From an optimization exercise on the open Yosys and OpenROAD flow, aimed at small area, a short achievable clock period and few clock cycles; shortcuts taken in it are not production practice.
The RTL was checked by simulation tests, not by an equivalence proof against the original design.
Power and IR drop assume default switching activity.

## main
==> flow/design.v (excerpt) <==
module frame_codec (
    input  wire        clk,
    input  wire        rst,           
    input  wire        enc_start,
    input  wire        enc_abort,
    input  wire        enc_ext,
    input  wire        enc_dir,       
    input  wire [7:0]  enc_nt,
    input  wire [7:0]  enc_id,
    input  wire [7:0]  enc_attr,
    input  wire [7:0]  enc_opcode,
    input  wire [15:0] enc_pl_len,
    output wire [15:0] pl_addr,       
    input  wire [7:0]  pl_rdata,
    output wire        tx_valid,      
    output wire [7:0]  tx_data,
    input  wire        tx_ready,
    output wire [1:0]  enc_st,
    output wire [1:0]  enc_err,
    output wire [2:0]  enc_cause,
    output wire [15:0] enc_check,
    input  wire        dec_start,
    input  wire        dec_abort,
    input  wire        dec_dir,
    input  wire        rx_valid,      
    input  wire [7:0]  rx_data,
    output wire        rx_ready,
    output wire        dpl_we,        
    output wire [15:0] dpl_waddr,
    output wire [7:0]  dpl_wdata,
    output wire [1:0]  dec_st,
    output wire [1:0]  dec_err,
    output wire [2:0]  dec_cause,
    output reg  [7:0]  dec_nt,
    output reg         dec_ext,
    output reg  [7:0]  dec_id,
    output reg  [7:0]  dec_attr,
    output reg  [7:0]  dec_opcode,
    output wire [15:0] dec_pl_len,
    output wire [15:0] dec_check
);
export LEC_CHECK = 0
export CAP_MARGIN = 20
export CORE_MARGIN = 2
export CORE_UTILIZATION = 55
export CTS_CLUSTER_DIAMETER = 100
export CTS_CLUSTER_SIZE = 20
export PLACE_DENSITY = 0.75
export SETUP_SLACK_MARGIN = 3.6
export SLEW_MARGIN = 20
create_clock -name core_clock -period 6.0 [get_ports {clk}]
standard.sh (not shown) runs the stock make flow with config.mk's settings and CLKGATE_MAP_FILE= SYNTH_SCRIPT=/design/flow/synth_recipe.tcl, a recipe that flattens the netlist after the stock synthesis.
==> flow/flow/run.sh <==
#!/bin/bash
# The standard layout, with every port buffered by a plain buffer (buf_1) instead of the
# delay buffer buffer_ports picks by default; repair upsizes it where timing needs.
set -euo pipefail
export BUFFER_PORTS_ARGS="-buffer_cell sky130_fd_sc_hd__buf_1"
bash standard.sh finish > standard.log 2>&1
main | status: complete | timing, DRC, antenna: pass
Testbench counts of main, summed over its fixed seeds: cycles 60,163.
Changes in the feature branch relative to main:
- clearing PLACE_DENSITY, which used to be 0.75
--- a/flow/flow/run.sh
+++ b/flow/flow/run.sh
@@ -3 +3,3 @@
-# delay buffer buffer_ports picks by default; repair upsizes it where timing needs.
+# delay buffer buffer_ports picks by default (repair upsizes it where timing needs), clock
+# tree synthesis without the dummy loads it adds for balancing, and a tighter setup margin
+# for the repair after global routing.
@@ -6 +8,3 @@
-bash standard.sh finish > standard.log 2>&1
+export CTS_ARGS="-sink_clustering_enable -repair_clock_nets -sink_clustering_size 20 -sink_clustering_max_diameter 100 -dont_use_dummy_load"
+bash standard.sh cts > standard_cts.log 2>&1
+bash standard.sh SETUP_SLACK_MARGIN=3.7 finish > standard.log 2>&1
## What came out
main and the feature branch ended up with nearly the same wire length. The feature branch against main: global-route wire length before repair now smaller, fraction of layout instances using a drive strength above 1 now larger, post-detailed-placement cell area did not really move. For the feature branch, the highest metal layer used by the detailed router was met4, unlike main, where it was met5. main was routed with more vias than the feature branch. Summary of the feature branch over main: final standard cell count with taps included and fillers excluded rose by 2.4%, non-clock buffer count rose by 49.


Another version of the RTL of frame_codec (not shown whole).
For scale: roughly 1200 cells after synthesis, roughly 220 I/O pins.
Settings: LEC_CHECK=0, CAP_MARGIN=20, CORE_MARGIN=2, CORE_UTILIZATION=40, CTS_CLUSTER_DIAMETER=150, CTS_CLUSTER_SIZE=30, SETUP_SLACK_MARGIN=3.5, SLEW_MARGIN=20; clock period 6.0 ns.
==> flow/flow/run.sh <==
#!/bin/bash
# The standard layout, with every port buffered by a plain buffer (buf_1) instead of the
# delay buffer buffer_ports picks by default; repair upsizes it where timing needs.
set -euo pipefail
export BUFFER_PORTS_ARGS="-buffer_cell sky130_fd_sc_hd__buf_1"
bash standard.sh finish > standard.log 2>&1
Testbench counts at the start, summed over its fixed seeds: cycles 60,163.
Then changed:
Settings changed: CTS_CLUSTER_DIAMETER 150 to default, CTS_CLUSTER_SIZE 30 to default.
Result: Final cell count rises by 1.1%. Total power goes up by 24%. Sequential share of layout area shrinks by 1.2 points. Flip-flop and latch count is unchanged. Design area is higher by 2.9%.
Then changed:
Settings changed: CORE_UTILIZATION 40 to 55, CTS_CLUSTER_DIAMETER from default to 100, CTS_CLUSTER_SIZE from default to 20.
Clock-buffer cell count drops by 11.
Cell area drops by a few percent.
Register-to-register slack gains 0.05 ns.
Via count drops by a few percent.
First-iteration DRC count climbs by a few percent.
Setup slack loses 0.016 ns.
Die area drops by a quarter to a third.
Sequential share of layout area climbs by 2.3 points.
Then changed:
Settings changed: CORE_UTILIZATION 55 to 40.
The changed run finished clean.
Clock power climbs by a few percent.
Sequential power barely changes.
Total power climbs by a few percent.
Sequential cell count is unchanged.
Cell count climbs by a little under a tenth.
Non-clock buffer count climbs by 1.

afterwards: timing with drivers on the ports:
Ports are ideal in the flow. The routed layouts listed here were re-timed in OpenROAD.
Step 1, drivers: a clkbuf_16 drives clk and a buf_2 each remaining input, both assumed.
Step 2 moves the port delays by t, midway between the first and last clock arrival at a register: inputs arrive t later, outputs are due t later. That takes back most of the time a late clock gives input paths.
a / b / c = no drivers / after step 1 / after step 2; a / b = the first two.
run | t, ns | setup WS [ns] | worst slew at a driven data input, ns
main | 0.528 | 3.574 / 3.526 / 3.094 | 0.08
the feature branch | 0.515 | 3.627 / 3.577 / 3.152 | 0.08
the first run of note 2 | 0.519 | 3.419 / 3.419 / 3.101 | 0.08
the second run of note 2 | 0.571 | 3.477 / 3.428 / 3.036 | 0.08
the third run of note 2 | 0.526 | 3.461 / 3.412 / 3.068 | 0.08
the fourth run of note 2 | 0.546 | 3.415 / 3.415 / 3.062 | 0.08
After both steps setup and hold are still met in every run listed. The setup slack of main, which loses most, moves by -0.048 ns with the drivers and by -0.480 ns with both steps.
